From an optimization exercise on the open Yosys and OpenROAD flow, aimed at small area; shortcuts taken in it are not production practice.
The RTL was checked by simulation tests, not by an equivalence proof against the original design.
No driver is modelled on the clock port, so clocking that relies on it looks cheaper here than on a real chip.
Power and IR drop assume default switching activity.

// ticseq
module ticseq (
    input  wire        clk,
    input  wire        rst,         
    input  wire        wr_en,
    input  wire [4:0]  addr,
    input  wire [15:0] wdata,
    output reg  [15:0] rdata,
    output wire        data_o,
    output wire        srclk_o,
    output wire        rclk_o,
    output wire        data_oe,
    output wire        srclk_oe,
    output wire        rclk_oe,
    output wire        irq_o
);
For scale: about 660 cells after synthesis, roughly 6800 sq um of cells after synthesis.
==> flow/config.mk <==
export PLATFORM = sky130hd
export DESIGN_NAME = ticseq
export DESIGN_NICKNAME = ticseq
export VERILOG_FILES = /design/flow/design.v
export SDC_FILE = /design/flow/constraint.sdc
export NUM_CORES = 4
export LEC_CHECK = 0
export CAP_MARGIN = 20
export CORE_MARGIN = 2
export CORE_UTILIZATION = 40
export SLEW_MARGIN = 20
==> flow/constraint.sdc <==
create_clock -name core_clock -period 10.0 [get_ports {clk}]
set_input_delay 2.0000 -clock core_clock [delete_from_list [all_inputs] [get_ports {clk}]]
set_output_delay 2.0000 -clock core_clock [all_outputs]
set_load 0.01 [all_outputs]
standard.sh (not shown) runs the stock make flow with config.mk's settings and CLKGATE_MAP_FILE= SYNTH_SCRIPT=/design/flow/synth_recipe.tcl, a recipe that flattens the netlist after the stock synthesis.
==> flow/flow/run.sh <==
#!/bin/bash
# Own layout flow: the standard ORFS flow with
#  - synthesis as standard.sh runs it, but with area-oriented ABC scripts
#    (flow/abc*.abc, the smallest of their mappings is kept) for the
#    combinational mapping; registers are mapped by
#    the same dfflibmap step as in the standard synthesis; adders are left
#    to ABC instead of being mapped to half/full adder cells first;
#  - the smallest buffer on the ports (every port still gets one);
#  - a clock tree of small leaf clock buffers under one strong root buffer,
#    without dummy loads; a leaf buffer whose flip-flops would see a slow
#    clock edge is upsized right after CTS (flow/cts_fix.tcl).
# Each tool's output goes to its own log in this folder (and ORFS's logs
# under orfs/logs/).
set -euo pipefail
W=$(pwd)
export OWN_ABC_SCRIPTS="$W/flow/abc1.abc $W/flow/abc2.abc $W/flow/abc3.abc $W/flow/abc4.abc $W/flow/abc5.abc"
cat flow/abc_override.tcl synth_recipe.tcl > own_synth.tcl

bash standard.sh \
  SYNTH_SCRIPT="$W/own_synth.tcl" \
  ABC_AREA=1 \
  ADDER_MAP_FILE= \
  POST_CTS_TCL="$W/flow/cts_fix.tcl" \
  BUFFER_PORTS_ARGS="-buffer_cell sky130_fd_sc_hd__buf_1" \
  CTS_ARGS="-sink_clustering_enable -repair_clock_nets -dont_use_dummy_load -root_buf sky130_fd_sc_hd__clkbuf_16 -buf_list sky130_fd_sc_hd__clkbuf_4" \
  finish > "$W/orfs_make.log" 2>&1
Other scripts of this flow, unchanged in this note and not shown: flow/flow/abc1.abc, flow/flow/abc2.abc, flow/flow/abc3.abc, flow/flow/abc4.abc, flow/flow/abc5.abc, flow/flow/abc_override.tcl, flow/flow/cts_fix.tcl
Edit:
--- a/flow/design.v
+++ b/flow/design.v
@@ -22,18 +22,19 @@
     reg [7:0]  pat0, pat1, pat2, pat3, pat4, pat5, pat6, pat7;
     reg [9:0]  p;
     reg [5:0]  pos;
     reg [6:0]  shreg;
     reg        dout;
     reg        src;              
     reg [2:0]  idx;
-    wire busy    = pos[5] | pos[4] | pos[3] | (pos[2] & pos[1]);
-    wire ph_data = (pos == 6'd6)  | (pos == 6'd9)  | (pos == 6'd12) | (pos == 6'd15) |
+    wire busy    = |pos;    
+    wire ph_data = (pos == 6'd3)  | (pos == 6'd6)  | (pos == 6'd9)  | (pos == 6'd12) | (pos == 6'd15) |
                    (pos == 6'd18) | (pos == 6'd21) | (pos == 6'd24) | (pos == 6'd27);
-    wire ph_slo  = (pos == 6'd8)  | (pos == 6'd11) | (pos == 6'd14) | (pos == 6'd17) |
+    wire ph_slo  = (pos == 6'd2)  | (pos == 6'd5)  |
+                   (pos == 6'd8)  | (pos == 6'd11) | (pos == 6'd14) | (pos == 6'd17) |
                    (pos == 6'd20) | (pos == 6'd23) | (pos == 6'd26) | (pos == 6'd29);
     wire first   = (pos == 6'd6);
     wire rclk_q  = (pos == 6'd31) | (pos[5:4] == 2'b10);
     wire last    = &pos;
     reg [6:0] pcp;       
     integer q;
     always @* begin
After rerunning: First-iteration DRC count falls by about a fifth. Via count hardly moves. Combinational power rises by a quarter to a third. Setup slack gets better by 0.43 ns. Routed wire length climbs slightly. Sequential power hardly moves. Hold slack got worse by 0.014 ns. Clock power goes down by a few percent. Die area barely changes. Design area stays flat. Register-to-register slack improved by 0.08 ns.

[static timing again, ports no longer ideal]
No port has a modelled driver above. Below, the same layouts with a new extraction and two added sets of constraints.
Step 1 sets driving cells, clkbuf_16 on the clock port and buf_2 on the other inputs (assumed; they add their load-dependent delay and slew).
Step 2 also shifts input and output timing later by t, the mid clock arrival at the registers, as if the neighbouring blocks saw the same clock.
Slacks: ideal / step 1 / step 2; pairs: ideal / step 1.
run	t (ns)	setup slack, ns	latest minus earliest clock arrival (ns)	worst data-port slew with drivers (ns)
the first run	0.406	1.972 / 1.960 / 1.554	0.029 / 0.029	0.05
the second run	0.415	2.401 / 2.416 / 2.001	0.033 / 0.032	0.07
After both steps setup and hold are still met in every run listed. The setup slack of the first run, which loses most, moves by -0.012 ns with the drivers and by -0.418 ns with both steps.
